From an optimization exercise on the open Yosys and OpenROAD flow, aimed at small area, a short achievable clock period and few clock cycles; shortcuts taken in it are not production practice. Only simulation tests tie the RTL to the original design; equivalence was not proved.

==> flow/design.v <==
module gr_hue (
    input  wire [7:0] h,
    output reg  [7:0] a0,
    output reg  [7:0] b0,
    output reg  [1:0] grp
);
    always @(*) begin
        case (h)
            8'd0: begin a0 = 8'd255; b0 = 8'd0; end
            8'd1: begin a0 = 8'd253; b0 = 8'd2; end
            8'd2: begin a0 = 8'd250; b0 = 8'd5; end
            8'd3: begin a0 = 8'd248; b0 = 8'd7; end
            8'd4: begin a0 = 8'd245; b0 = 8'd10; end
            8'd5: begin a0 = 8'd242; b0 = 8'd13; end
            8'd6: begin a0 = 8'd240; b0 = 8'd15; end
            8'd7: begin a0 = 8'd237; b0 = 8'd18; end
            8'd8: begin a0 = 8'd234; b0 = 8'd21; end
            8'd9: begin a0 = 8'd232; b0 = 8'd23; end
            8'd10: begin a0 = 8'd229; b0 = 8'd26; end
            8'd11: begin a0 = 8'd226; b0 = 8'd29; end
            8'd12: begin a0 = 8'd224; b0 = 8'd31; end
            8'd13: begin a0 = 8'd221; b0 = 8'd34; end
            8'd14: begin a0 = 8'd218; b0 = 8'd37; end
            8'd15: begin a0 = 8'd216; b0 = 8'd39; end
            8'd16: begin a0 = 8'd213; b0 = 8'd42; end
            8'd17: begin a0 = 8'd210; b0 = 8'd45; end
            8'd18: begin a0 = 8'd208; b0 = 8'd47; end
            8'd19: begin a0 = 8'd205; b0 = 8'd50; end
            8'd20: begin a0 = 8'd202; b0 = 8'd53; end
            8'd21: begin a0 = 8'd200; b0 = 8'd55; end
            8'd22: begin a0 = 8'd197; b0 = 8'd58; end
            8'd23: begin a0 = 8'd194; b0 = 8'd61; end
            8'd24: begin a0 = 8'd192; b0 = 8'd63; end
            8'd25: begin a0 = 8'd189; b0 = 8'd66; end
            8'd26: begin a0 = 8'd186; b0 = 8'd69; end
            8'd27: begin a0 = 8'd184; b0 = 8'd71; end
            8'd28: begin a0 = 8'd181; b0 = 8'd74; end
            8'd29: begin a0 = 8'd178; b0 = 8'd77; end
            8'd30: begin a0 = 8'd176; b0 = 8'd79; end
            8'd31: begin a0 = 8'd173; b0 = 8'd82; end
            8'd32: begin a0 = 8'd171; b0 = 8'd85; end
            8'd33: begin a0 = 8'd171; b0 = 8'd87; end
            8'd34: begin a0 = 8'd171; b0 = 8'd90; end
            8'd35: begin a0 = 8'd171; b0 = 8'd92; end
            8'd36: begin a0 = 8'd171; b0 = 8'd95; end
            8'd37: begin a0 = 8'd171; b0 = 8'd98; end
            8'd38: begin a0 = 8'd171; b0 = 8'd100; end
            8'd39: begin a0 = 8'd171; b0 = 8'd103; end
            8'd40: begin a0 = 8'd171; b0 = 8'd106; end
            8'd41: begin a0 = 8'd171; b0 = 8'd108; end
            8'd42: begin a0 = 8'd171; b0 = 8'd111; end
            8'd43: begin a0 = 8'd171; b0 = 8'd114; end
            8'd44: begin a0 = 8'd171; b0 = 8'd116; end
            8'd45: begin a0 = 8'd171; b0 = 8'd119; end
            8'd46: begin a0 = 8'd171; b0 = 8'd122; end
            8'd47: begin a0 = 8'd171; b0 = 8'd124; end
            8'd48: begin a0 = 8'd171; b0 = 8'd127; end
            8'd49: begin a0 = 8'd171; b0 = 8'd130; end
            8'd50: begin a0 = 8'd171; b0 = 8'd132; end
            8'd51: begin a0 = 8'd171; b0 = 8'd135; end
            8'd52: begin a0 = 8'd171; b0 = 8'd138; end
            8'd53: begin a0 = 8'd171; b0 = 8'd140; end
            8'd54: begin a0 = 8'd171; b0 = 8'd143; end
            8'd55: begin a0 = 8'd171; b0 = 8'd146; end
            8'd56: begin a0 = 8'd171; b0 = 8'd148; end
            8'd57: begin a0 = 8'd171; b0 = 8'd151; end
            8'd58: begin a0 = 8'd171; b0 = 8'd154; end
            8'd59: begin a0 = 8'd171; b0 = 8'd156; end
            8'd60: begin a0 = 8'd171; b0 = 8'd159; end
            8'd61: begin a0 = 8'd171; b0 = 8'd162; end
            8'd62: begin a0 = 8'd171; b0 = 8'd164; end
            8'd63: begin a0 = 8'd171; b0 = 8'd167; end
            8'd64: begin a0 = 8'd171; b0 = 8'd170; end
            8'd65: begin a0 = 8'd166; b0 = 8'd172; end
            8'd66: begin a0 = 8'd161; b0 = 8'd175; end
            8'd67: begin a0 = 8'd156; b0 = 8'd177; end
            8'd68: begin a0 = 8'd150; b0 = 8'd180; end
            8'd69: begin a0 = 8'd145; b0 = 8'd183; end
            8'd70: begin a0 = 8'd140; b0 = 8'd185; end
            8'd71: begin a0 = 8'd134; b0 = 8'd188; end
            8'd72: begin a0 = 8'd129; b0 = 8'd191; end
            8'd73: begin a0 = 8'd124; b0 = 8'd193; end
            8'd74: begin a0 = 8'd118; b0 = 8'd196; end
            8'd75: begin a0 = 8'd113; b0 = 8'd199; end
            8'd76: begin a0 = 8'd108; b0 = 8'd201; end
            8'd77: begin a0 = 8'd102; b0 = 8'd204; end
            8'd78: begin a0 = 8'd97; b0 = 8'd207; end
            8'd79: begin a0 = 8'd92; b0 = 8'd209; end
            8'd80: begin a0 = 8'd86; b0 = 8'd212; end
            8'd81: begin a0 = 8'd81; b0 = 8'd215; end
            8'd82: begin a0 = 8'd76; b0 = 8'd217; end
            8'd83: begin a0 = 8'd71; b0 = 8'd220; end
            8'd84: begin a0 = 8'd65; b0 = 8'd223; end
            8'd85: begin a0 = 8'd60; b0 = 8'd225; end
            8'd86: begin a0 = 8'd55; b0 = 8'd228; end
            8'd87: begin a0 = 8'd49; b0 = 8'd231; end
            8'd88: begin a0 = 8'd44; b0 = 8'd233; end
            8'd89: begin a0 = 8'd39; b0 = 8'd236; end
            8'd90: begin a0 = 8'd33; b0 = 8'd239; end
            8'd91: begin a0 = 8'd28; b0 = 8'd241; end
            8'd92: begin a0 = 8'd23; b0 = 8'd244; end
            8'd93: begin a0 = 8'd17; b0 = 8'd247; end
            8'd94: begin a0 = 8'd12; b0 = 8'd249; end
            8'd95: begin a0 = 8'd7; b0 = 8'd252; end
            8'd96: begin a0 = 8'd255; b0 = 8'd0; end
            8'd97: begin a0 = 8'd253; b0 = 8'd2; end
            8'd98: begin a0 = 8'd250; b0 = 8'd5; end
            8'd99: begin a0 = 8'd248; b0 = 8'd7; end
            8'd100: begin a0 = 8'd245; b0 = 8'd10; end
            8'd101: begin a0 = 8'd242; b0 = 8'd13; end
            8'd102: begin a0 = 8'd240; b0 = 8'd15; end
            8'd103: begin a0 = 8'd237; b0 = 8'd18; end
            8'd104: begin a0 = 8'd234; b0 = 8'd21; end
            8'd105: begin a0 = 8'd232; b0 = 8'd23; end
            8'd106: begin a0 = 8'd229; b0 = 8'd26; end
            8'd107: begin a0 = 8'd226; b0 = 8'd29; end
            8'd108: begin a0 = 8'd224; b0 = 8'd31; end
            8'd109: begin a0 = 8'd221; b0 = 8'd34; end
            8'd110: begin a0 = 8'd218; b0 = 8'd37; end
            8'd111: begin a0 = 8'd216; b0 = 8'd39; end
            8'd112: begin a0 = 8'd213; b0 = 8'd42; end
            8'd113: begin a0 = 8'd210; b0 = 8'd45; end
            8'd114: begin a0 = 8'd208; b0 = 8'd47; end
            8'd115: begin a0 = 8'd205; b0 = 8'd50; end
            8'd116: begin a0 = 8'd202; b0 = 8'd53; end
            8'd117: begin a0 = 8'd200; b0 = 8'd55; end
            8'd118: begin a0 = 8'd197; b0 = 8'd58; end
            8'd119: begin a0 = 8'd194; b0 = 8'd61; end
            8'd120: begin a0 = 8'd192; b0 = 8'd63; end
            8'd121: begin a0 = 8'd189; b0 = 8'd66; end
            8'd122: begin a0 = 8'd186; b0 = 8'd69; end
            8'd123: begin a0 = 8'd184; b0 = 8'd71; end
            8'd124: begin a0 = 8'd181; b0 = 8'd74; end
            8'd125: begin a0 = 8'd178; b0 = 8'd77; end
            8'd126: begin a0 = 8'd176; b0 = 8'd79; end
            8'd127: begin a0 = 8'd173; b0 = 8'd82; end
            8'd128: begin a0 = 8'd171; b0 = 8'd85; end
            8'd129: begin a0 = 8'd166; b0 = 8'd90; end
            8'd130: begin a0 = 8'd161; b0 = 8'd95; end
            8'd131: begin a0 = 8'd156; b0 = 8'd100; end
            8'd132: begin a0 = 8'd150; b0 = 8'd106; end
            8'd133: begin a0 = 8'd145; b0 = 8'd111; end
            8'd134: begin a0 = 8'd140; b0 = 8'd116; end
            8'd135: begin a0 = 8'd134; b0 = 8'd122; end
            8'd136: begin a0 = 8'd129; b0 = 8'd127; end
            8'd137: begin a0 = 8'd124; b0 = 8'd132; end
            8'd138: begin a0 = 8'd118; b0 = 8'd138; end
            8'd139: begin a0 = 8'd113; b0 = 8'd143; end
            8'd140: begin a0 = 8'd108; b0 = 8'd148; end
            8'd141: begin a0 = 8'd102; b0 = 8'd154; end
            8'd142: begin a0 = 8'd97; b0 = 8'd159; end
            8'd143: begin a0 = 8'd92; b0 = 8'd164; end
            8'd144: begin a0 = 8'd86; b0 = 8'd170; end
            8'd145: begin a0 = 8'd81; b0 = 8'd175; end
            8'd146: begin a0 = 8'd76; b0 = 8'd180; end
            8'd147: begin a0 = 8'd71; b0 = 8'd185; end
            8'd148: begin a0 = 8'd65; b0 = 8'd191; end
            8'd149: begin a0 = 8'd60; b0 = 8'd196; end
            8'd150: begin a0 = 8'd55; b0 = 8'd201; end
            8'd151: begin a0 = 8'd49; b0 = 8'd207; end
            8'd152: begin a0 = 8'd44; b0 = 8'd212; end
            8'd153: begin a0 = 8'd39; b0 = 8'd217; end
            8'd154: begin a0 = 8'd33; b0 = 8'd223; end
            8'd155: begin a0 = 8'd28; b0 = 8'd228; end
            8'd156: begin a0 = 8'd23; b0 = 8'd233; end
            8'd157: begin a0 = 8'd17; b0 = 8'd239; end
            8'd158: begin a0 = 8'd12; b0 = 8'd244; end
            8'd159: begin a0 = 8'd7; b0 = 8'd249; end
            8'd160: begin a0 = 8'd0; b0 = 8'd255; end
            8'd161: begin a0 = 8'd2; b0 = 8'd253; end
            8'd162: begin a0 = 8'd5; b0 = 8'd250; end
            8'd163: begin a0 = 8'd7; b0 = 8'd248; end
            8'd164: begin a0 = 8'd10; b0 = 8'd245; end
            8'd165: begin a0 = 8'd13; b0 = 8'd242; end
            8'd166: begin a0 = 8'd15; b0 = 8'd240; end
            8'd167: begin a0 = 8'd18; b0 = 8'd237; end
            8'd168: begin a0 = 8'd21; b0 = 8'd234; end
            8'd169: begin a0 = 8'd23; b0 = 8'd232; end
            8'd170: begin a0 = 8'd26; b0 = 8'd229; end
            8'd171: begin a0 = 8'd29; b0 = 8'd226; end
            8'd172: begin a0 = 8'd31; b0 = 8'd224; end
            8'd173: begin a0 = 8'd34; b0 = 8'd221; end
            8'd174: begin a0 = 8'd37; b0 = 8'd218; end
            8'd175: begin a0 = 8'd39; b0 = 8'd216; end
            8'd176: begin a0 = 8'd42; b0 = 8'd213; end
            8'd177: begin a0 = 8'd45; b0 = 8'd210; end
            8'd178: begin a0 = 8'd47; b0 = 8'd208; end
            8'd179: begin a0 = 8'd50; b0 = 8'd205; end
            8'd180: begin a0 = 8'd53; b0 = 8'd202; end
            8'd181: begin a0 = 8'd55; b0 = 8'd200; end
            8'd182: begin a0 = 8'd58; b0 = 8'd197; end
            8'd183: begin a0 = 8'd61; b0 = 8'd194; end
            8'd184: begin a0 = 8'd63; b0 = 8'd192; end
            8'd185: begin a0 = 8'd66; b0 = 8'd189; end
            8'd186: begin a0 = 8'd69; b0 = 8'd186; end
            8'd187: begin a0 = 8'd71; b0 = 8'd184; end
            8'd188: begin a0 = 8'd74; b0 = 8'd181; end
            8'd189: begin a0 = 8'd77; b0 = 8'd178; end
            8'd190: begin a0 = 8'd79; b0 = 8'd176; end
            8'd191: begin a0 = 8'd82; b0 = 8'd173; end
            8'd192: begin a0 = 8'd85; b0 = 8'd171; end
            8'd193: begin a0 = 8'd87; b0 = 8'd169; end
            8'd194: begin a0 = 8'd90; b0 = 8'd166; end
            8'd195: begin a0 = 8'd92; b0 = 8'd164; end
            8'd196: begin a0 = 8'd95; b0 = 8'd161; end
            8'd197: begin a0 = 8'd98; b0 = 8'd158; end
            8'd198: begin a0 = 8'd100; b0 = 8'd156; end
            8'd199: begin a0 = 8'd103; b0 = 8'd153; end
            8'd200: begin a0 = 8'd106; b0 = 8'd150; end
            8'd201: begin a0 = 8'd108; b0 = 8'd148; end
            8'd202: begin a0 = 8'd111; b0 = 8'd145; end
            8'd203: begin a0 = 8'd114; b0 = 8'd142; end
            8'd204: begin a0 = 8'd116; b0 = 8'd140; end
            8'd205: begin a0 = 8'd119; b0 = 8'd137; end
            8'd206: begin a0 = 8'd122; b0 = 8'd134; end
            8'd207: begin a0 = 8'd124; b0 = 8'd132; end
            8'd208: begin a0 = 8'd127; b0 = 8'd129; end
            8'd209: begin a0 = 8'd130; b0 = 8'd126; end
            8'd210: begin a0 = 8'd132; b0 = 8'd124; end
            8'd211: begin a0 = 8'd135; b0 = 8'd121; end
            8'd212: begin a0 = 8'd138; b0 = 8'd118; end
            8'd213: begin a0 = 8'd140; b0 = 8'd116; end
            8'd214: begin a0 = 8'd143; b0 = 8'd113; end
            8'd215: begin a0 = 8'd146; b0 = 8'd110; end
            8'd216: begin a0 = 8'd148; b0 = 8'd108; end
            8'd217: begin a0 = 8'd151; b0 = 8'd105; end
            8'd218: begin a0 = 8'd154; b0 = 8'd102; end
            8'd219: begin a0 = 8'd156; b0 = 8'd100; end
            8'd220: begin a0 = 8'd159; b0 = 8'd97; end
            8'd221: begin a0 = 8'd162; b0 = 8'd94; end
            8'd222: begin a0 = 8'd164; b0 = 8'd92; end
            8'd223: begin a0 = 8'd167; b0 = 8'd89; end
            8'd224: begin a0 = 8'd170; b0 = 8'd85; end
            8'd225: begin a0 = 8'd172; b0 = 8'd83; end
            8'd226: begin a0 = 8'd175; b0 = 8'd80; end
            8'd227: begin a0 = 8'd177; b0 = 8'd78; end
            8'd228: begin a0 = 8'd180; b0 = 8'd75; end
            8'd229: begin a0 = 8'd183; b0 = 8'd72; end
            8'd230: begin a0 = 8'd185; b0 = 8'd70; end
            8'd231: begin a0 = 8'd188; b0 = 8'd67; end
            8'd232: begin a0 = 8'd191; b0 = 8'd64; end
            8'd233: begin a0 = 8'd193; b0 = 8'd62; end
            8'd234: begin a0 = 8'd196; b0 = 8'd59; end
            8'd235: begin a0 = 8'd199; b0 = 8'd56; end
            8'd236: begin a0 = 8'd201; b0 = 8'd54; end
            8'd237: begin a0 = 8'd204; b0 = 8'd51; end
            8'd238: begin a0 = 8'd207; b0 = 8'd48; end
            8'd239: begin a0 = 8'd209; b0 = 8'd46; end
            8'd240: begin a0 = 8'd212; b0 = 8'd43; end
            8'd241: begin a0 = 8'd215; b0 = 8'd40; end
            8'd242: begin a0 = 8'd217; b0 = 8'd38; end
            8'd243: begin a0 = 8'd220; b0 = 8'd35; end
            8'd244: begin a0 = 8'd223; b0 = 8'd32; end
            8'd245: begin a0 = 8'd225; b0 = 8'd30; end
            8'd246: begin a0 = 8'd228; b0 = 8'd27; end
            8'd247: begin a0 = 8'd231; b0 = 8'd24; end
            8'd248: begin a0 = 8'd233; b0 = 8'd22; end
            8'd249: begin a0 = 8'd236; b0 = 8'd19; end
            8'd250: begin a0 = 8'd239; b0 = 8'd16; end
            8'd251: begin a0 = 8'd241; b0 = 8'd14; end
            8'd252: begin a0 = 8'd244; b0 = 8'd11; end
            8'd253: begin a0 = 8'd247; b0 = 8'd8; end
            8'd254: begin a0 = 8'd249; b0 = 8'd6; end
            8'd255: begin a0 = 8'd252; b0 = 8'd3; end
            default: begin a0 = 8'd0; b0 = 8'd0; end
        endcase
        grp = (h[7:5] <= 3'd2) ? 2'd0 : (h[7:5] <= 3'd4) ? 2'd1 : 2'd2;
    end
endmodule
module gr_sat (
    input  wire [7:0] a0,
    input  wire [7:0] b0,
    input  wire [1:0] grp,
    input  wire [7:0] s,
    output reg  [7:0] r1,
    output reg  [7:0] g1,
    output reg  [7:0] b1
);
    wire s0   = (s == 8'd0);
    wire s255 = (s == 8'd255);
    wire [7:0] am, bm;
    gr_sat_mul u_a (.c(a0), .s(s), .y(am));
    gr_sat_mul u_b (.c(b0), .s(s), .y(bm));
    wire       ka = s255 && a0 == 8'd0;
    wire       kb = s255 && b0 == 8'd0;
    wire [7:0] ns = 8'd0 - s;
    wire [7:0] a1 = {am[7:1] | {7{s0}}, (am[0] & !ka) | s0};
    wire [7:0] c1 = {bm[7:1] | {7{s0}}, (bm[0] & !kb) | s0};
    wire [7:0] z1 = {ns[7:1] | {7{s0}}, (ns[0] & !s255) | s0};
    always @(*) begin
        case (grp)
            2'd0:    begin r1 = a1; g1 = c1; b1 = z1; end
            2'd1:    begin r1 = z1; g1 = a1; b1 = c1; end
            default: begin r1 = a1; g1 = z1; b1 = c1; end
        endcase
    end
endmodule
module gr_val (
    input  wire [7:0] c,
    input  wire [7:0] v,
    output wire [7:0] y
);
    wire [7:0] m;
    gr_val_mul u_m (.c(c), .v(v), .y(m));
    wire kill = (v == 8'd0) || (v == 8'd255 && c == 8'd0);
    assign y = {m[7:1], m[0] & !kill};
endmodule
module gr_sat_mul (input wire [7:0] c, input wire [7:0] s, output wire [7:0] y);
    wire t_1 = (c[0] & s[6]) ^ (c[1] & s[5]);
    wire t_2 = (c[0] & s[6]) & (c[1] & s[5]);
    wire t_3 = (c[0] & s[7]) ^ (c[1] & s[6]) ^ (c[2] & s[5]);
    wire t_4 = ((c[0] & s[7]) & (c[1] & s[6])) | ((c[0] & s[7]) & (c[2] & s[5])) | ((c[1] & s[6]) & (c[2] & s[5]));
    wire t_5 = (c[3] & s[4]) ^ (c[4] & s[3]);
    wire t_6 = (c[3] & s[4]) & (c[4] & s[3]);
    wire t_7 = (c[1] & s[7]) ^ (c[2] & s[6]) ^ (c[3] & s[5]);
    wire t_8 = ((c[1] & s[7]) & (c[2] & s[6])) | ((c[1] & s[7]) & (c[3] & s[5])) | ((c[2] & s[6]) & (c[3] & s[5]));
    wire t_9 = (c[4] & s[4]) ^ (c[5] & s[3]) ^ (c[6] & s[2]);
    wire t_10 = ((c[4] & s[4]) & (c[5] & s[3])) | ((c[4] & s[4]) & (c[6] & s[2])) | ((c[5] & s[3]) & (c[6] & s[2]));
    wire t_11 = (c[7] & s[1]) ^ (~s[0]);
    wire t_12 = (c[7] & s[1]) & (~s[0]);
    wire t_13 = (c[2] & s[7]) ^ (c[3] & s[6]) ^ (c[4] & s[5]);
    wire t_14 = ((c[2] & s[7]) & (c[3] & s[6])) | ((c[2] & s[7]) & (c[4] & s[5])) | ((c[3] & s[6]) & (c[4] & s[5]));
    wire t_15 = (c[5] & s[4]) ^ (c[6] & s[3]) ^ (c[7] & s[2]);
    wire t_16 = ((c[5] & s[4]) & (c[6] & s[3])) | ((c[5] & s[4]) & (c[7] & s[2])) | ((c[6] & s[3]) & (c[7] & s[2]));
    wire t_17 = (c[3] & s[7]) ^ (c[4] & s[6]) ^ (c[5] & s[5]);
    wire t_18 = ((c[3] & s[7]) & (c[4] & s[6])) | ((c[3] & s[7]) & (c[5] & s[5])) | ((c[4] & s[6]) & (c[5] & s[5]));
    wire t_19 = (c[0] & s[4]) ^ (c[1] & s[3]);
    wire t_20 = (c[0] & s[4]) & (c[1] & s[3]);
    wire t_21 = (c[0] & s[5]) ^ (c[1] & s[4]) ^ (c[2] & s[3]);
    wire t_22 = ((c[0] & s[5]) & (c[1] & s[4])) | ((c[0] & s[5]) & (c[2] & s[3])) | ((c[1] & s[4]) & (c[2] & s[3]));
    wire t_23 = (c[3] & s[2]) ^ (c[4] & s[1]);
    wire t_24 = (c[3] & s[2]) & (c[4] & s[1]);
    wire t_25 = t_1 ^ (c[2] & s[4]) ^ (c[3] & s[3]);
    wire t_26 = (t_1 & (c[2] & s[4])) | (t_1 & (c[3] & s[3])) | ((c[2] & s[4]) & (c[3] & s[3]));
    wire t_27 = (c[4] & s[2]) ^ (c[5] & s[1]) ^ (c[6] & s[0]);
    wire t_28 = ((c[4] & s[2]) & (c[5] & s[1])) | ((c[4] & s[2]) & (c[6] & s[0])) | ((c[5] & s[1]) & (c[6] & s[0]));
    wire t_29 = t_3 ^ t_5 ^ (c[5] & s[2]);
    wire t_30 = (t_3 & t_5) | (t_3 & (c[5] & s[2])) | (t_5 & (c[5] & s[2]));
    wire t_31 = (c[6] & s[1]) ^ (c[7] & s[0]) ^ t_2;
    wire t_32 = ((c[6] & s[1]) & (c[7] & s[0])) | ((c[6] & s[1]) & t_2) | ((c[7] & s[0]) & t_2);
    wire t_33 = t_7 ^ t_9 ^ t_11;
    wire t_34 = (t_7 & t_9) | (t_7 & t_11) | (t_9 & t_11);
    wire t_35 = 1'b1 ^ t_4 ^ t_6;
    wire t_36 = (1'b1 & t_4) | (1'b1 & t_6) | (t_4 & t_6);
    wire t_37 = t_13 ^ t_15 ^ (~s[1]);
    wire t_38 = (t_13 & t_15) | (t_13 & (~s[1])) | (t_15 & (~s[1]));
    wire t_39 = t_8 ^ t_10 ^ t_12;
    wire t_40 = (t_8 & t_10) | (t_8 & t_12) | (t_10 & t_12);
    wire t_41 = t_17 ^ (c[6] & s[4]) ^ (c[7] & s[3]);
    wire t_42 = (t_17 & (c[6] & s[4])) | (t_17 & (c[7] & s[3])) | ((c[6] & s[4]) & (c[7] & s[3]));
    wire t_43 = (~s[2]) ^ t_14 ^ t_16;
    wire t_44 = ((~s[2]) & t_14) | ((~s[2]) & t_16) | (t_14 & t_16);
    wire t_45 = (c[4] & s[7]) ^ (c[5] & s[6]) ^ (c[6] & s[5]);
    wire t_46 = ((c[4] & s[7]) & (c[5] & s[6])) | ((c[4] & s[7]) & (c[6] & s[5])) | ((c[5] & s[6]) & (c[6] & s[5]));
    wire t_47 = (c[7] & s[4]) ^ (~s[3]) ^ t_18;
    wire t_48 = ((c[7] & s[4]) & (~s[3])) | ((c[7] & s[4]) & t_18) | ((~s[3]) & t_18);
    wire t_49 = (c[5] & s[7]) ^ (c[6] & s[6]) ^ (c[7] & s[5]);
    wire t_50 = ((c[5] & s[7]) & (c[6] & s[6])) | ((c[5] & s[7]) & (c[7] & s[5])) | ((c[6] & s[6]) & (c[7] & s[5]));
    wire t_51 = (c[0] & s[3]) ^ (c[1] & s[2]);
    wire t_52 = (c[0] & s[3]) & (c[1] & s[2]);
    wire t_53 = t_19 ^ (c[2] & s[2]) ^ (c[3] & s[1]);
    wire t_54 = (t_19 & (c[2] & s[2])) | (t_19 & (c[3] & s[1])) | ((c[2] & s[2]) & (c[3] & s[1]));
    wire t_55 = t_21 ^ t_23 ^ (c[5] & s[0]);
    wire t_56 = (t_21 & t_23) | (t_21 & (c[5] & s[0])) | (t_23 & (c[5] & s[0]));
    wire t_57 = t_25 ^ t_27 ^ t_22;
    wire t_58 = (t_25 & t_27) | (t_25 & t_22) | (t_27 & t_22);
    wire t_59 = t_29 ^ t_31 ^ t_26;
    wire t_60 = (t_29 & t_31) | (t_29 & t_26) | (t_31 & t_26);
    wire t_61 = t_33 ^ t_35 ^ t_30;
    wire t_62 = (t_33 & t_35) | (t_33 & t_30) | (t_35 & t_30);
    wire t_63 = t_37 ^ t_39 ^ t_34;
    wire t_64 = (t_37 & t_39) | (t_37 & t_34) | (t_39 & t_34);
    wire t_65 = t_41 ^ t_43 ^ t_38;
    wire t_66 = (t_41 & t_43) | (t_41 & t_38) | (t_43 & t_38);
    wire t_67 = t_45 ^ t_47 ^ t_42;
    wire t_68 = (t_45 & t_47) | (t_45 & t_42) | (t_47 & t_42);
    wire t_69 = t_49 ^ (~s[4]) ^ t_46;
    wire t_70 = (t_49 & (~s[4])) | (t_49 & t_46) | ((~s[4]) & t_46);
    wire t_71 = (c[6] & s[7]) ^ (c[7] & s[6]) ^ (~s[5]);
    wire t_72 = ((c[6] & s[7]) & (c[7] & s[6])) | ((c[6] & s[7]) & (~s[5])) | ((c[7] & s[6]) & (~s[5]));
    wire t_73 = (c[0] & s[2]) ^ (c[1] & s[1]);
    wire t_74 = (c[0] & s[2]) & (c[1] & s[1]);
    wire t_75 = t_51 ^ (c[2] & s[1]) ^ (c[3] & s[0]);
    wire t_76 = (t_51 & (c[2] & s[1])) | (t_51 & (c[3] & s[0])) | ((c[2] & s[1]) & (c[3] & s[0]));
    wire t_77 = t_53 ^ (c[4] & s[0]) ^ t_52;
    wire t_78 = (t_53 & (c[4] & s[0])) | (t_53 & t_52) | ((c[4] & s[0]) & t_52);
    wire t_79 = t_55 ^ t_20 ^ t_54;
    wire t_80 = (t_55 & t_20) | (t_55 & t_54) | (t_20 & t_54);
    wire t_81 = t_57 ^ t_24 ^ t_56;
    wire t_82 = (t_57 & t_24) | (t_57 & t_56) | (t_24 & t_56);
    wire t_83 = t_59 ^ t_28 ^ t_58;
    wire t_84 = (t_59 & t_28) | (t_59 & t_58) | (t_28 & t_58);
    wire t_85 = t_61 ^ t_32 ^ t_60;
    wire t_86 = (t_61 & t_32) | (t_61 & t_60) | (t_32 & t_60);
    wire t_87 = t_63 ^ t_36 ^ t_62;
    wire t_88 = (t_63 & t_36) | (t_63 & t_62) | (t_36 & t_62);
    wire t_89 = t_65 ^ t_40 ^ t_64;
    wire t_90 = (t_65 & t_40) | (t_65 & t_64) | (t_40 & t_64);
    wire t_91 = t_67 ^ t_44 ^ t_66;
    wire t_92 = (t_67 & t_44) | (t_67 & t_66) | (t_44 & t_66);
    wire t_93 = t_69 ^ t_48 ^ t_68;
    wire t_94 = (t_69 & t_48) | (t_69 & t_68) | (t_48 & t_68);
    wire t_95 = t_71 ^ t_50 ^ t_70;
    wire t_96 = (t_71 & t_50) | (t_71 & t_70) | (t_50 & t_70);
    wire t_97 = (c[7] & s[7]) ^ (~s[6]) ^ t_72;
    wire t_98 = ((c[7] & s[7]) & (~s[6])) | ((c[7] & s[7]) & t_72) | ((~s[6]) & t_72);
    wire [15:0] t_99 = {(~s[7]), t_97, t_95, t_93, t_91, t_89, t_87, t_85, t_83, t_81, t_79, t_77, t_75, t_73, (c[0] & s[1]), (c[0] & s[0])};
    wire [15:0] t_100 = {t_98, t_96, t_94, t_92, t_90, t_88, t_86, t_84, t_82, t_80, t_78, t_76, t_74, (c[2] & s[0]), (c[1] & s[0]), 1'b0};
    wire [15:0] t_101 = t_99 + t_100;
    assign y = {t_101[15], t_101[14], t_101[13], t_101[12], t_101[11], t_101[10], t_101[9], t_101[8]};
endmodule
module gr_val_mul (input wire [7:0] c, input wire [7:0] v, output wire [7:0] y);
    wire t_1 = (c[0] & v[6]) ^ (c[1] & v[5]);
    wire t_2 = (c[0] & v[6]) & (c[1] & v[5]);
    wire t_3 = (c[0] & v[7]) ^ (c[1] & v[6]) ^ (c[2] & v[5]);
    wire t_4 = ((c[0] & v[7]) & (c[1] & v[6])) | ((c[0] & v[7]) & (c[2] & v[5])) | ((c[1] & v[6]) & (c[2] & v[5]));
    wire t_5 = (c[3] & v[4]) ^ (c[4] & v[3]);
    wire t_6 = (c[3] & v[4]) & (c[4] & v[3]);
    wire t_7 = (c[1] & v[7]) ^ (c[2] & v[6]) ^ (c[3] & v[5]);
    wire t_8 = ((c[1] & v[7]) & (c[2] & v[6])) | ((c[1] & v[7]) & (c[3] & v[5])) | ((c[2] & v[6]) & (c[3] & v[5]));
    wire t_9 = (c[4] & v[4]) ^ (c[5] & v[3]) ^ (c[6] & v[2]);
    wire t_10 = ((c[4] & v[4]) & (c[5] & v[3])) | ((c[4] & v[4]) & (c[6] & v[2])) | ((c[5] & v[3]) & (c[6] & v[2]));
    wire t_11 = (c[2] & v[7]) ^ (c[3] & v[6]) ^ (c[4] & v[5]);
    wire t_12 = ((c[2] & v[7]) & (c[3] & v[6])) | ((c[2] & v[7]) & (c[4] & v[5])) | ((c[3] & v[6]) & (c[4] & v[5]));
    wire t_13 = (c[0] & v[4]) ^ (c[1] & v[3]);
    wire t_14 = (c[0] & v[4]) & (c[1] & v[3]);
    wire t_15 = (c[0] & v[5]) ^ (c[1] & v[4]) ^ (c[2] & v[3]);
    wire t_16 = ((c[0] & v[5]) & (c[1] & v[4])) | ((c[0] & v[5]) & (c[2] & v[3])) | ((c[1] & v[4]) & (c[2] & v[3]));
    wire t_17 = (c[3] & v[2]) ^ (c[4] & v[1]);
    wire t_18 = (c[3] & v[2]) & (c[4] & v[1]);
    wire t_19 = t_1 ^ (c[2] & v[4]) ^ (c[3] & v[3]);
    wire t_20 = (t_1 & (c[2] & v[4])) | (t_1 & (c[3] & v[3])) | ((c[2] & v[4]) & (c[3] & v[3]));
    wire t_21 = (c[4] & v[2]) ^ (c[5] & v[1]) ^ (c[6] & v[0]);
    wire t_22 = ((c[4] & v[2]) & (c[5] & v[1])) | ((c[4] & v[2]) & (c[6] & v[0])) | ((c[5] & v[1]) & (c[6] & v[0]));
    wire t_23 = t_3 ^ t_5 ^ (c[5] & v[2]);
    wire t_24 = (t_3 & t_5) | (t_3 & (c[5] & v[2])) | (t_5 & (c[5] & v[2]));
    wire t_25 = (c[6] & v[1]) ^ (c[7] & v[0]) ^ t_2;
    wire t_26 = ((c[6] & v[1]) & (c[7] & v[0])) | ((c[6] & v[1]) & t_2) | ((c[7] & v[0]) & t_2);
    wire t_27 = t_7 ^ t_9 ^ (c[7] & v[1]);
    wire t_28 = (t_7 & t_9) | (t_7 & (c[7] & v[1])) | (t_9 & (c[7] & v[1]));
    wire t_29 = 1'b1 ^ t_4 ^ t_6;
    wire t_30 = (1'b1 & t_4) | (1'b1 & t_6) | (t_4 & t_6);
    wire t_31 = t_11 ^ (c[5] & v[4]) ^ (c[6] & v[3]);
    wire t_32 = (t_11 & (c[5] & v[4])) | (t_11 & (c[6] & v[3])) | ((c[5] & v[4]) & (c[6] & v[3]));
    wire t_33 = (c[7] & v[2]) ^ t_8 ^ t_10;
    wire t_34 = ((c[7] & v[2]) & t_8) | ((c[7] & v[2]) & t_10) | (t_8 & t_10);
    wire t_35 = (c[3] & v[7]) ^ (c[4] & v[6]) ^ (c[5] & v[5]);
    wire t_36 = ((c[3] & v[7]) & (c[4] & v[6])) | ((c[3] & v[7]) & (c[5] & v[5])) | ((c[4] & v[6]) & (c[5] & v[5]));
    wire t_37 = (c[6] & v[4]) ^ (c[7] & v[3]) ^ t_12;
    wire t_38 = ((c[6] & v[4]) & (c[7] & v[3])) | ((c[6] & v[4]) & t_12) | ((c[7] & v[3]) & t_12);
    wire t_39 = (c[4] & v[7]) ^ (c[5] & v[6]) ^ (c[6] & v[5]);
    wire t_40 = ((c[4] & v[7]) & (c[5] & v[6])) | ((c[4] & v[7]) & (c[6] & v[5])) | ((c[5] & v[6]) & (c[6] & v[5]));
    wire t_41 = (c[0] & v[3]) ^ (c[1] & v[2]);
    wire t_42 = (c[0] & v[3]) & (c[1] & v[2]);
    wire t_43 = t_13 ^ (c[2] & v[2]) ^ (c[3] & v[1]);
    wire t_44 = (t_13 & (c[2] & v[2])) | (t_13 & (c[3] & v[1])) | ((c[2] & v[2]) & (c[3] & v[1]));
    wire t_45 = t_15 ^ t_17 ^ (c[5] & v[0]);
    wire t_46 = (t_15 & t_17) | (t_15 & (c[5] & v[0])) | (t_17 & (c[5] & v[0]));
    wire t_47 = t_19 ^ t_21 ^ t_16;
    wire t_48 = (t_19 & t_21) | (t_19 & t_16) | (t_21 & t_16);
    wire t_49 = t_23 ^ t_25 ^ t_20;
    wire t_50 = (t_23 & t_25) | (t_23 & t_20) | (t_25 & t_20);
    wire t_51 = t_27 ^ t_29 ^ t_24;
    wire t_52 = (t_27 & t_29) | (t_27 & t_24) | (t_29 & t_24);
    wire t_53 = t_31 ^ t_33 ^ t_28;
    wire t_54 = (t_31 & t_33) | (t_31 & t_28) | (t_33 & t_28);
    wire t_55 = t_35 ^ t_37 ^ t_32;
    wire t_56 = (t_35 & t_37) | (t_35 & t_32) | (t_37 & t_32);
    wire t_57 = t_39 ^ (c[7] & v[4]) ^ t_36;
    wire t_58 = (t_39 & (c[7] & v[4])) | (t_39 & t_36) | ((c[7] & v[4]) & t_36);
    wire t_59 = (c[5] & v[7]) ^ (c[6] & v[6]) ^ (c[7] & v[5]);
    wire t_60 = ((c[5] & v[7]) & (c[6] & v[6])) | ((c[5] & v[7]) & (c[7] & v[5])) | ((c[6] & v[6]) & (c[7] & v[5]));
    wire t_61 = (c[0] & v[2]) ^ (c[1] & v[1]);
    wire t_62 = (c[0] & v[2]) & (c[1] & v[1]);
    wire t_63 = t_41 ^ (c[2] & v[1]) ^ (c[3] & v[0]);
    wire t_64 = (t_41 & (c[2] & v[1])) | (t_41 & (c[3] & v[0])) | ((c[2] & v[1]) & (c[3] & v[0]));
    wire t_65 = t_43 ^ (c[4] & v[0]) ^ t_42;
    wire t_66 = (t_43 & (c[4] & v[0])) | (t_43 & t_42) | ((c[4] & v[0]) & t_42);
    wire t_67 = t_45 ^ t_14 ^ t_44;
    wire t_68 = (t_45 & t_14) | (t_45 & t_44) | (t_14 & t_44);
    wire t_69 = t_47 ^ t_18 ^ t_46;
    wire t_70 = (t_47 & t_18) | (t_47 & t_46) | (t_18 & t_46);
    wire t_71 = t_49 ^ t_22 ^ t_48;
    wire t_72 = (t_49 & t_22) | (t_49 & t_48) | (t_22 & t_48);
    wire t_73 = t_51 ^ t_26 ^ t_50;
    wire t_74 = (t_51 & t_26) | (t_51 & t_50) | (t_26 & t_50);
    wire t_75 = t_53 ^ t_30 ^ t_52;
    wire t_76 = (t_53 & t_30) | (t_53 & t_52) | (t_30 & t_52);
    wire t_77 = t_55 ^ t_34 ^ t_54;
    wire t_78 = (t_55 & t_34) | (t_55 & t_54) | (t_34 & t_54);
    wire t_79 = t_57 ^ t_38 ^ t_56;
    wire t_80 = (t_57 & t_38) | (t_57 & t_56) | (t_38 & t_56);
    wire t_81 = t_59 ^ t_40 ^ t_58;
    wire t_82 = (t_59 & t_40) | (t_59 & t_58) | (t_40 & t_58);
    wire t_83 = (c[6] & v[7]) ^ (c[7] & v[6]) ^ t_60;
    wire t_84 = ((c[6] & v[7]) & (c[7] & v[6])) | ((c[6] & v[7]) & t_60) | ((c[7] & v[6]) & t_60);
    wire [15:0] t_85 = {1'b0, (c[7] & v[7]), t_83, t_81, t_79, t_77, t_75, t_73, t_71, t_69, t_67, t_65, t_63, t_61, (c[0] & v[1]), (c[0] & v[0])};
    wire [15:0] t_86 = {1'b0, t_84, t_82, t_80, t_78, t_76, t_74, t_72, t_70, t_68, t_66, t_64, t_62, (c[2] & v[0]), (c[1] & v[0]), 1'b0};
    wire [15:0] t_87 = t_85 + t_86;
    assign y = {t_87[15], t_87[14], t_87[13], t_87[12], t_87[11], t_87[10], t_87[9], t_87[8]};
endmodule
module hsv2rgb_stream (
    input  wire        clk,
    input  wire        rst,         
    input  wire        in_valid,
    output wire        in_ready,
    input  wire [23:0] in_hsv,      
    output reg         out_valid,
    input  wire        out_ready,
    output wire [31:0] out_rgba     
);
    reg sk_valid;
    wire en = !sk_valid;
    assign in_ready = en;
    wire [7:0] a0, b0;
    wire [1:0] grp;
    gr_hue u_hue (.h(in_hsv[23:16]), .a0(a0), .b0(b0), .grp(grp));
    reg        v1;
    reg [7:0]  a0_q, b0_q, s_q, v1_q;
    reg [1:0]  grp_q;
    always @(posedge clk) begin
        if (rst)
            v1 <= 1'b0;
        else if (en)
            v1 <= in_valid;
        if (en) begin
            a0_q <= a0; b0_q <= b0; grp_q <= grp;
            s_q  <= in_hsv[15:8]; v1_q <= in_hsv[7:0];
        end
    end
    wire [7:0] r1, g1, b1;
    gr_sat u_sat (.a0(a0_q), .b0(b0_q), .grp(grp_q), .s(s_q), .r1(r1), .g1(g1), .b1(b1));
    reg        v2;
    reg [7:0]  r1_q, g1_q, b1_q, v2_q;
    always @(posedge clk) begin
        if (rst)
            v2 <= 1'b0;
        else if (en)
            v2 <= v1;
        if (en) begin
            r1_q <= r1; g1_q <= g1; b1_q <= b1; v2_q <= v1_q;
        end
    end
    wire [23:0] rgb;
    gr_val u_val_r (.c(r1_q), .v(v2_q), .y(rgb[23:16]));
    gr_val u_val_g (.c(g1_q), .v(v2_q), .y(rgb[15:8]));
    gr_val u_val_b (.c(b1_q), .v(v2_q), .y(rgb[7:0]));
    wire push     = v2 && en;                   
    wire out_free = !out_valid || out_ready;    
    reg  [23:0] sk_rgb, out_rgb;
    always @(posedge clk) begin
        if (rst) begin
            out_valid <= 1'b0;
            sk_valid  <= 1'b0;
        end else begin
            if (out_free)
                out_valid <= sk_valid || push;
            sk_valid <= sk_valid ? !out_free : (push && !out_free);
        end
        if (out_free)
            out_rgb <= sk_valid ? sk_rgb : rgb;
        if (!sk_valid)
            sk_rgb <= rgb;
    end
    assign out_rgba = {out_rgb, 8'hFF};
endmodule
==> flow/flow/run.sh <==
#!/bin/bash
# The standard layout, with: port buffers made of buf_2 cells; clock tree from
# clkbuf_4/clkbuf_8 with larger sink clusters and no dummy loads; repair_timing
# aiming for 11.6 ns of setup slack (at the design's clock period and constraints).
set -euo pipefail
bash standard.sh \
  "BUFFER_PORTS_ARGS=-buffer_cell sky130_fd_sc_hd__buf_2" \
  "CTS_ARGS=-sink_clustering_enable -repair_clock_nets -buf_list {sky130_fd_sc_hd__clkbuf_4 sky130_fd_sc_hd__clkbuf_8} -sink_clustering_size 30 -sink_clustering_max_diameter 80 -dont_use_dummy_load" \
  SETUP_SLACK_MARGIN=11.6 finish > standard_flow.log 2>&1
==> flow/standard.sh <==
#!/bin/bash
# synth_recipe.tcl (not shown) runs the flow's synth.tcl, then flattens the netlist and writes it again
# the make line also repeats each setting of config.mk as NAME=value (left out here)
make -C /OpenROAD-flow-scripts/flow DESIGN_CONFIG=/design/flow/config.mk WORK_HOME=/design/flow/orfs CLKGATE_MAP_FILE= SYNTH_SCRIPT=/design/flow/synth_recipe.tcl "${@:-finish}"
==> flow/config.mk <==
export PLATFORM = sky130hd
export DESIGN_NAME = hsv2rgb_stream
export DESIGN_NICKNAME = hsv2rgb_stream
export VERILOG_FILES = /design/flow/design.v
export SDC_FILE = /design/flow/constraint.sdc
export NUM_CORES = 4
export LEC_CHECK = 0
export CAP_MARGIN = 5
export CORE_MARGIN = 2
export CORE_UTILIZATION = 58
export CTS_BUF_LIST = sky130_fd_sc_hd__clkbuf_4 sky130_fd_sc_hd__clkbuf_8
export PLACE_DENSITY = 0.7
export SLEW_MARGIN = 5
==> flow/constraint.sdc <==
create_clock -name core_clock -period 17.0 [get_ports {clk}]
set_input_delay 3.4000 -clock core_clock [delete_from_list [all_inputs] [get_ports {clk}]]
set_output_delay 3.4000 -clock core_clock [all_outputs]
set_load 0.01 [all_outputs]
==> results of run 1 <==
## timing repair
| action | in CTS | in global routing |
|---|---|---|
| gates cloned | 0 | 1 |
| buffers inserted | 2 | 18 |
| endpoints found under the setup margin | 10 | 23 |
| resized for setup | 5 | 6 |
| pin swaps | 1 | 1 |
## metal layers
metal  track usage, %  routed length, um
met1             34.0              15100
met2             44.8              17700
met3             3.97               1520
met4             6.56                566
met5                0                  0
## critical path, delay by kind of cell
kind,cells,cell delay [ps]
mux,3,700
simple gates,2,590
buf+inv,3,460
fa+ha+maj,1,340
compound gates,1,90
## layout make-up
type,instances,share of cell area (%)
repair buffers,84,3.23
well taps,335,2.59
multi-input cells,1249,67.0
clock buffers,17,1.45
inverters,238,5.55
repair inverters,1,0.0309
flip-flops and latches,118,20.2
## worst max path at each step
stage | end | startpoint | slack [ps] | cells after the start
2_1_floorplan | a0_q[5]$_DFFE_PN_ | in_hsv[17] | 11640 | 10
3_3_place_gp | a0_q[1]$_DFFE_PN_ | in_hsv[19] | 10980 | 8
3_5_place_dp | a0_q[1]$_DFFE_PN_ | in_hsv[19] | 10980 | 8
4_1_cts | b0_q[1]$_DFFE_PN_ | in_hsv[17] | 11600 | 10
5_1_grt | b0_q[1]$_DFFE_PN_ | in_hsv[16] | 11600 | 10
6_report | b0_q[2]$_DFFE_PN_ | in_hsv[16] | 11680 | 10
## layout by cell type, fill, tap and decap left out, types with 14 or more instances in the layout
| cell type | synthesis | routed |
|---|---|---|
| xnor2_1 | 16 | 16 |
| o211ai_1 | 16 | 16 |
| and2_1 | 194 | 194 |
| o21ai_0 | 62 | 62 |
| fa_1 | 187 | 187 |
| nor4_1 | 14 | 14 |
| inv_1 | 237 | 234 |
| a21oi_1 | 65 | 64 |
| clkbuf_8 | 0 | 17 |
| mux2i_1 | 20 | 20 |
| ha_1 | 112 | 111 |
| buf_4 | 13 | 32 |
| nor3_1 | 20 | 20 |
| buf_2 | 10 | 50 |
| dfxtp_1 | 28 | 27 |
| nor2_1 | 59 | 59 |
| nand2b_1 | 15 | 15 |
| edfxtp_1 | 90 | 90 |
| nand3_1 | 19 | 19 |
| xor2_1 | 14 | 14 |
| nand2_1 | 209 | 209 |
## kinds of logic (layout without fill, tap and decap cells)
family / after synthesis / count (layout) / synth area share (%)
AOI/OAI and AO/OA: 281 / 281 / 12.1
buffers and inverters: 339 / 340 / 8.96
muxes: 34 / 34 / 2.87
other: 1 / 8 / 0.0243
DFF: 118 / 118 / 21.1
and+or+nand+nor: 596 / 596 / 19.8
xor gates and xnor gates: 31 / 31 / 1.81
adders and majority gates: 299 / 299 / 33.3
## registers in the layout (all words and copies together) (netlist names), 2 cells and up
register	cells
v2_q	8
out_rgb	24
b1_q	8
s_q	8
b0_q	8
sk_rgb	24
r1_q	8
grp_q	2
g1_q	8
a0_q	8
v1_q	8
## per-stage QoR
stage               cells  util (%)  instance area (um2)
global route         2042      62.1                16200
detailed placement   2004      60.4                15700
floorplan            1706         -                15500
CTS                  2023      61.4                16000
finish               2042      62.1                16200
global placement     2004      60.4                15700
==> run_results.csv, run 1 <==
group,metric,value,unit
sta,finClkSkew,31.4,ps
clock_network,cts_num_sinks,118,
floorplanning,die_w,167,um
clock_network,cts_tree,"yes",
synth,synth_cells,1699,
finish,drive_gt1_share,8.73,%
finish,nets,2036,
global_routing,grt_first_pass_wirelength,58700,um
route,postRouteAntennaNets,0,
sta,maxSlewHeadroom,37.0,%
min_path,min_path_type,"register to register",
global_routing,grt_max_degree,71,
clock_network,htree_levels,4,
sta,post-route-min-period,5320,ps
critical_path,cp_max_fo,7,
finish,seq_area,3260,um2
route,routed_wl,34900,um
sta,max_freq,0.188,GHz
route,post-route-drc-count,0,
critical_path,cp-end-kind,"register",
synth,yosysWarnings,3,
sta,tightestPinTransition,946,ps
clock_network,clk-insertion-delay-late,450,ps
clock_network,postCtsHoldBufs,0,
run,maxCapViolCount,0,
synth,synth.top_cell.area_share,24.3,%
synth,yosys.area.top_type,"fa_1",
clock_network,clkTransAtPathRegs,60,ps
min_path,hp-start,"v1_q[4]$_DFFE_PN_",
route,dr.pass1.iters,7,
synth,syn_area_per_cell,9.08,um2
synth,netlist_top_cells_area,"fa_1 24%, edfxtp_1 18%, ha_1 9.1%, and2_1 7.9%, inv_1 5.8%",
sta,maxSlewViolCount,0,
min_path,whs_endpoint,"v2_q[4]$_DFFE_PN_",
finish,filler_cell_count,2244,
clock_network,cts_buffers,17,
floorplanning,die_h,167,um
place,pre_cts_ws,10980,ps
critical_path,critical_path_class,"primary input to register",
synth,synthArstFlopShare,0,%
global_routing,grt_overflow,0,
route,avgViaCountPerCell,5.77,
floorplanning,num_io_pins,62,
place,gp_congestion,0.911,
clock_network,cts_max_path_buffers,2,
sta,post-route-period-util,31.3,%
sta,tns,0,ps
sta,layout_setup_ws,11680,ps
synth,yosysUniqueCellTypes,89,
sta,report.final.hold_viol_count,0,
critical_path,cp_cell_sequence,"buf_2, inv_1, ha_2, and2_1, or3b_1, o21ai_2, mux2i_4, buf_4, mux4_2, mux2i_1",
synth,yosysSeqAreaShare,21.1,%
floorplanning,die-area,27900,um2
critical_path,max_stage_delay,440,ps
synth,synth_ff_type,"edfxtp_1",
clock_network,clockRootBuffer,"clkbuf_8",
critical_path,rrSetupSlack,11820,ps
synth,synth_commonest_cells,"237 x inv_1, 209 x nand2_1, 194 x and2_1, 187 x fa_1, 112 x ha_1",
floorplanning,fp-row-count,59,
route,post_drt_wl_per_cell,17.1,um
place,hpwl,25700,um
synth,synth_edf_count,90,
global_routing,grt.total_usage,25.8,%
sta,setup_viol,0,
route,num_vias,11800,
critical_path,ff2ff_path_depth,15,
sta,whs,411,ps
finish,area_growth,4.83,%
outcome,status,"timing/DRC/antenna clean",
synth,synth_area,15400,um2
global_routing,grt_pass1_vias,11900,
finish,multiInputGateArea,10800,um2
sta,rsz0062_at_grt,"no",
critical_path,required,17280,ps
critical_path,timing.rr.start,"s_q[0]$_DFFE_PN_",
place,portBuffers,53,
synth,yosys.cell_count.top_type,"inv_1",
finish,antenna_cells,0,
critical_path,startpoint_type,"primary input",
floorplanning,start_util,59.2,%
critical_path,crit_slowest_cell,"mux4_2",
global_routing,antenna_found_initial,0,
route,drt_iter0_markers,714,
critical_path,r2r_end,"g1_q[7]$_DFFE_PN_",
critical_path,critPathArrivalTime,5600,ps
floorplanning,core_area,26100,um2
min_path,whs_path_depth,0,
synth,synth_seq_cells,118,
Testbench counts, summed over its fixed seeds: cycles 32,024.
==> run 2, diff against run 1 <==
--- a/flow/config.mk
+++ b/flow/config.mk
@@ -8,6 +8,6 @@
 export CAP_MARGIN = 5
 export CORE_MARGIN = 2
-export CORE_UTILIZATION = 58
+export CORE_UTILIZATION = 70
 export CTS_BUF_LIST = sky130_fd_sc_hd__clkbuf_4 sky130_fd_sc_hd__clkbuf_8
-export PLACE_DENSITY = 0.7
+export PLACE_DENSITY = 0.8
 export SLEW_MARGIN = 5
==> run 2 against run 1 <==
- core utilization up 12 points
- global-route usage up 5.2 points
- flip-flop and latch count unchanged
- die area down 17%
- sequential share of layout area up 0.13 points
- critical path depth unchanged
- non-clock buffer count down 4
- highest routed layer is now met5
==> run_results.csv, run 2 <==
group,metric,value,unit
finish,top_regs,"out_rgb x24, sk_rgb x24",
clock_network,htree_levels,4,
synth,yosysUniqueCellTypes,89,
global_routing,grt_pass1_vias,12200,
route,num_vias,12000,
sta,post-route-min-period,5310,ps
synth,synth_cells,1699,
sta,max_freq,0.188,GHz
global_routing,grt.total_usage,31.0,%
route,drt_iter0_markers,784,
clock_network,clockRootBuffer,"clkbuf_8",
sta,post-route-period-util,31.2,%
clock_network,cts_num_sinks,118,
sta,setup_viol,0,
finish,antenna_cells,0,
critical_path,cp_max_fo,8,
clock_network,cts_max_path_buffers,2,
finish,filler_cell_count,1648,
floorplanning,core_area,21800,um2
synth,yosys.cell_count.top_type,"inv_1",
synth,yosysWarnings,3,
critical_path,critPathArrivalTime,5480,ps
sta,tightestPinTransition,829,ps
min_path,min_path_type,"register to register",
route,avgViaCountPerCell,6.05,
finish,final_common_cell,"inv_1",
synth,yosysSeqAreaShare,21.1,%
route,routed_wl,35200,um
finish,final_cell_mix,"233 x inv_1, 209 x nand2_1, 194 x and2_1",
critical_path,cp-end-kind,"register",
clock_network,clkTransAtPathRegs,60,ps
synth,synthArstFlopShare,0,%
synth,synth_seq_cells,118,
place,portBuffers,53,
synth,synth_area,15400,um2
critical_path,max_stage_delay,440,ps
synth,synth_edf_count,90,
sta,report.final.hold_viol_count,0,
finish,finalInstanceArea,16100,um2
global_routing,grt_overflow,0,
floorplanning,die_h,152,um
place,gp_congestion,0.901,
floorplanning,start_util,70.9,%
clock_network,postCtsHoldBufs,0,
floorplanning,die_w,152,um
synth,netlist_top_cells_area,"fa_1 24%, edfxtp_1 18%, ha_1 9.1%, and2_1 7.9%, inv_1 5.8%",
synth,synth_commonest_cells,"237 x inv_1, 209 x nand2_1, 194 x and2_1, 187 x fa_1, 112 x ha_1",
global_routing,grt_first_pass_wirelength,58800,um
global_routing,grt_max_degree,66,
sta,maxSlewViolCount,0,
synth,syn_area_per_cell,9.08,um2
finish,drive_gt1_share,8.51,%
synth,synth.top_cell.area_share,24.3,%
sta,maxSlewHeadroom,44.7,%
synth,yosys.area.top_type,"fa_1",
critical_path,required,17170,ps
critical_path,cp_cell_sequence,"buf_2, inv_2, ha_2, or2_1, nand3_1, o21ai_0, a21oi_2, nor2_1, a21o_1, mux4_2",
floorplanning,fp-row-count,54,
critical_path,startpoint_type,"primary input",
critical_path,critical_path_class,"primary input to register",
finish,nets,2032,
sta,rsz0062_at_grt,"yes",
floorplanning,die-area,23300,um2
critical_path,crit_slowest_cell,"mux4_2",
sta,finClkSkew,23.7,ps
clock_network,cts_tree,"yes",
place,place_area,15700,um2
floorplanning,num_io_pins,62,
finish,area_growth,4.18,%
route,post_drt_wl_per_cell,17.8,um
place,hpwl,25700,um
global_routing,antenna_found_initial,2,
outcome,status,"timing/DRC/antenna clean",
run,maxCapViolCount,0,
route,dr.pass1.iters,7,
route,postRouteAntennaNets,0,
clock_network,cts_buffers,17,
sta,tns,0,ps
clock_network,clk-insertion-delay-late,450,ps
route,post-route-drc-count,0,
synth,synth_ff_type,"edfxtp_1",
## run 2: cell count changes in the layout (fill, tap and decap cells not counted), sizes merged
cell | before | now
clkbuf | 17 | 18
buf | 84 | 79
## run 2: path summary, 6_finish.rpt
check	start	end	slack (ps)	cells after the start
max	in_hsv[17]	b0_q[1]$_DFFE_PN_	11690	10
min	v1_q[5]$_DFFE_PN_	v2_q[5]$_DFFE_PN_	410	0
max reg2reg	s_q[7]$_DFFE_PN_	b1_q[6]$_DFFE_PN_	11740	15
min reg2reg	v1_q[5]$_DFFE_PN_	v2_q[5]$_DFFE_PN_	410	0
## run 2: stage by stage
step / worst slack, ps / hold WS, ps / cells / utilization (%)
global placement: 10980 / 403 / 1947 / 72.0
CTS: 11600 / 411 / 1966 / 73.2
finish: 11690 / 411 / 1983 / 73.9
detailed placement: 10940 / 405 / 1947 / 72.0
floorplan: 11640 / 400 / 1706 / -
global route: 11540 / 414 / 1983 / 73.9
## run 2: layout make-up
class | instances | area, um2 | share of cell area (%)
repair buffers | 80 | 493 | 3.07
clock buffers | 17 | 234 | 1.46
flip-flops and latches | 118 | 3260 | 20.3
repair inverters | 1 | 5.00 | 0.0311
multi-input cells | 1249 | 10800 | 67.4
inverters | 238 | 897 | 5.58
well taps | 280 | 350 | 2.18
## run 2: routing by layer
layer | routed length, um | vias up | track usage [%]
met4 | 1240 | 4 | 11.1
met1 | 14400 | 5837 | 40.4
li1 | - | 5596 | -
met5 | 22 | - | 0
met3 | 2100 | 103 | 4.58
met2 | 17500 | 462 | 53.5
## run 2: worst max-delay path, delay by kind of cell
| family | cells | cell delay (ps) |
|---|---|---|
| muxes | 1 | 440 |
| and+or+nand+nor | 3 | 480 |
| AOI/OAI and AO/OA | 3 | 550 |
| buffers and inverters | 2 | 290 |
| adders and majority gates | 1 | 320 |
## run 2: cell families (layout without fill, tap and decap cells)
logic type / after synthesis / in the layout / share of synthesized area [%]
XOR/XNOR: 31 / 31 / 1.81
AND/OR/NAND/NOR: 596 / 596 / 19.8
buffers and inverters: 339 / 336 / 8.96
multiplexers: 34 / 34 / 2.87
AO/OA/AOI/OAI: 281 / 281 / 12.1
other: 1 / 8 / 0.0243
flip-flops: 118 / 118 / 21.1
adder cells (fa/ha/maj): 299 / 299 / 33.3
## run 2: repair_timing
| action | CTS | global route |
|---|---|---|
| endpoints found under the hold margin | 0 | 0 |
| gates cloned | 0 | 1 |
| pin swaps | 0 | 1 |
| buffers inserted | 2 | 16 |
| resized for setup | 4 | 7 |
| setup endpoints to repair | 12 | 41 |
==> run 3, diff against run 2 <==
==> flow/flow/run.sh (replaced) <==
#!/bin/bash
# The standard layout, with: port buffers made of buf_2 cells; clock tree from
# clkbuf_4/clkbuf_8 with larger sink clusters and no dummy loads; repair_timing
# aiming for 11.9 ns of setup slack (at the design's clock period and constraints).
set -euo pipefail
bash standard.sh \
  "BUFFER_PORTS_ARGS=-buffer_cell sky130_fd_sc_hd__buf_2" \
  "CTS_ARGS=-sink_clustering_enable -repair_clock_nets -buf_list {sky130_fd_sc_hd__clkbuf_4 sky130_fd_sc_hd__clkbuf_8} -sink_clustering_size 30 -sink_clustering_max_diameter 80 -dont_use_dummy_load" \
  SETUP_SLACK_MARGIN=11.9 finish > standard_flow.log 2>&1
--- a/flow/config.mk
+++ b/flow/config.mk
@@ -8,6 +8,7 @@
 export CAP_MARGIN = 5
 export CORE_MARGIN = 2
-export CORE_UTILIZATION = 70
+export CORE_UTILIZATION = 72
 export CTS_BUF_LIST = sky130_fd_sc_hd__clkbuf_4 sky130_fd_sc_hd__clkbuf_8
 export PLACE_DENSITY = 0.8
 export SLEW_MARGIN = 5
+export TNS_END_PERCENT = 10
==> run 3 against run 2 <==
- still clean on timing, DRC and antenna
- global-route usage increased by 2.2 points
- sequential share of layout area decreased by 0.42 points
- first-iteration DRC count increased by 6.5%
- cell count increased by 1.0%
- clock-buffer cell count unchanged
- synthesized cell count unchanged
==> run_results.csv, run 3 <==
group,metric,value,unit
route,drt_iter0_markers,835,
synth,synth_area,15400,um2
min_path,whs_path_depth,0,
floorplanning,die_w,150,um
critical_path,critical_path_class,"primary input to register",
sta,maxSlewHeadroom,44.3,%
critical_path,path_buf_inv,1,
route,dr.pass1.iters,6,
floorplanning,die_h,150,um
sta,finClkSkew,34.7,ps
critical_path,ff2ff_path_depth,17,
finish,antenna_cells,0,
place,gp_congestion,0.931,
floorplanning,core_area,21000,um2
clock_network,clk-insertion-delay-late,460,ps
route,post_drt_wl_per_cell,17.8,um
route,wl_met3,2170,um
synth,netlist_top_cells_area,"fa_1 24%, edfxtp_1 18%, ha_1 9.1%, and2_1 7.9%, inv_1 5.8%",
place,hpwl,24900,um
floorplanning,start_util,73.4,%
run,maxCapViolCount,0,
floorplanning,die-area,22600,um2
clock_network,cts_tree,"yes",
sta,report.final.hold_viol_count,0,
synth,yosys.cell_count.top_type,"inv_1",
route,topRoutingLayerUsed,"met4",
route,routed_wl,35700,um
synth,synth_cells,1699,
critical_path,critPathArrivalTime,5400,ps
clock_network,cts_buffers,17,
sta,post-route-min-period,5230,ps
finish,area_growth,6.40,%
critical_path,worst-path-stages,5,
global_routing,grt.total_usage,33.3,%
sta,post-route-period-util,30.8,%
global_routing,grt_first_pass_wirelength,59300,um
critical_path,cp-end-kind,"register",
synth,yosysSeqAreaShare,21.1,%
synth,synth_commonest_cells,"237 x inv_1, 209 x nand2_1, 194 x and2_1, 187 x fa_1, 112 x ha_1",
floorplanning,num_io_pins,62,
finish,final_cell_mix,"233 x inv_1, 209 x nand2_1, 194 x and2_1",
finish,final_common_cell,"inv_1",
critical_path,required,17170,ps
sta,rsz0062_at_grt,"yes",
clock_network,cts_max_path_buffers,2,
global_routing,grt_overflow,0,
route,post-route-drc-count,0,
sta,tns,0,ps
clock_network,htree_levels,4,
finish,top_regs,"out_rgb x24, sk_rgb x24",
finish,filler_cell_count,1481,
synth,synth_seq_cells,118,
floorplanning,fp-row-count,53,
place,portBuffers,53,
route,wl_met2,17800,um
finish,nets,2057,
sta,tightestPinTransition,836,ps
route,postRouteAntennaNets,0,
sta,max_freq,0.191,GHz
synth,synth.top_cell.area_share,24.3,%
global_routing,grt_max_degree,66,
critical_path,crit_slowest_cell,"buf_2",
outcome,status,"timing/DRC/antenna clean",
clock_network,clockRootBuffer,"clkbuf_8",
critical_path,startpoint_type,"primary input",
critical_path,critPathTopFamily,"simple AND/OR/NAND/NOR gates",
sta,setup_viol,0,
synth,syn_area_per_cell,9.08,um2
synth,synthArstFlopShare,0,%
sta,whs,409,ps
route,num_vias,12100,
synth,synth_edf_count,90,
global_routing,grt_pass1_vias,12300,
route,wirelength_met1,14400,um
clock_network,cts_num_sinks,118,
critical_path,cp_max_fo,38,
synth,yosysWarnings,3,
synth,yosys.area.top_type,"fa_1",
synth,yosysUniqueCellTypes,89,
global_routing,antenna_found_initial,0,
finish,drive_gt1_share,10.9,%
min_path,min_path_type,"register to register",
route,avgViaCountPerCell,6.06,
clock_network,clkTransAtPathRegs,70,ps
critical_path,max_stage_delay,570,ps
synth,synth_ff_type,"edfxtp_1",
critical_path,cp_cell_sequence,"buf_2, nor2b_1, nor2_1, a221o_1, mux4_2",
sta,maxSlewViolCount,0,
run 3: cell counts after synthesis:
Identical to the previous run, type by type.
run 3: worst paths after layout:
check / end / start / slack (ps)
setup / recovery: b0_q[4]$_DFFE_PN_ / in_hsv[21] / 11770
hold / removal: v2_q[4]$_DFFE_PN_ / v1_q[4]$_DFFE_PN_ / 410
setup reg to reg: g1_q[2]$_DFFE_PN_ / s_q[7]$_DFFE_PN_ / 11820
hold reg to reg: v2_q[4]$_DFFE_PN_ / v1_q[4]$_DFFE_PN_ / 410
run 3: area by class of cell:
type                            instances  area, um2  area share (%)
Timing Repair Buffer                  105        716            4.36
Sequential cell                       118       3260            19.9
Timing Repair inverter                  1       7.51          0.0457
Multi-Input combinational cell       1249      10900            66.7
Inverter                              238        905            5.51
Clock buffer                           17        234            1.42
Tap cell                              275        344            2.10
run 3: logic make-up after synthesis:
logic type / count (synthesis) / share of synthesized area (%)
compound gates: 281 / 12.1
xor+xnor: 31 / 1.81
simple gates: 596 / 19.8
other cells: 1 / 0.0243
mux: 34 / 2.87
fa+ha+maj: 299 / 33.3
flops: 118 / 21.1
buf+inv: 339 / 8.96
run 3: through the flow:
step / std cells / util (%) / area [um2] / setup WS (ps)
floorplan: 1706 / - / 15500 / 11700
global placement: 1940 / 74.5 / 15700 / 10970
detailed placement: 1940 / 74.5 / 15700 / 10940
CTS: 1982 / 76.8 / 16200 / 11790
global route: 2003 / 78.1 / 16400 / 11640
finish: 2003 / 78.1 / 16400 / 11770
run 3: routing by layer:
| metal | global-route usage, % | vias up |
|---|---|---|
| li1 | - | 5633 |
| met1 | 42.2 | 5921 |
| met2 | 57.0 | 480 |
| met3 | 5.12 | 109 |
| met4 | 14.1 | 0 |
| met5 | 0 | - |
run 3: what timing repair did:
action	in CTS	in global routing
setup endpoints to repair	52	56
pin swaps	4	8
hold buffers	0	0
resized for setup	19	21
gates cloned	1	0
hold endpoints to repair	0	0
setup buffers	24	21

-- port drivers added, routing unchanged --
In the flow no input, the clock included, has a driving cell. The finished layouts below were timed again as built, in two steps. Step 1 sets driving cells, clkbuf_16 on the clock port and buf_2 on the other inputs (assumed; they add their load-dependent delay and slew). Step 2, shift: input delay + t, output delay - t, t = (earliest + latest rising clock arrival at the registers) / 2. This alone moves slack from input paths to output paths. Slacks: ideal / step 1 / step 2; pairs: ideal / step 1.
| run | shift t [ns] | setup slack, ns | worst hold slack (ns) | worst setup path at the end |
|---|---|---|---|---|
| run 1 | 0.479 | 11.683 / 11.709 / 11.231 | 0.411 / 0.411 / 0.411 | input to register |
| run 2 | 0.484 | 11.694 / 11.718 / 11.234 | 0.411 / 0.411 / 0.411 | input to register |
| run 3 | 0.481 | 11.771 / 11.792 / 11.312 | 0.409 / 0.409 / 0.409 | input to register |
After both steps every run listed still meets setup and hold. For run 2, which loses most, drivers alone change the setup slack by +0.024 ns; drivers and shift together by -0.460 ns.
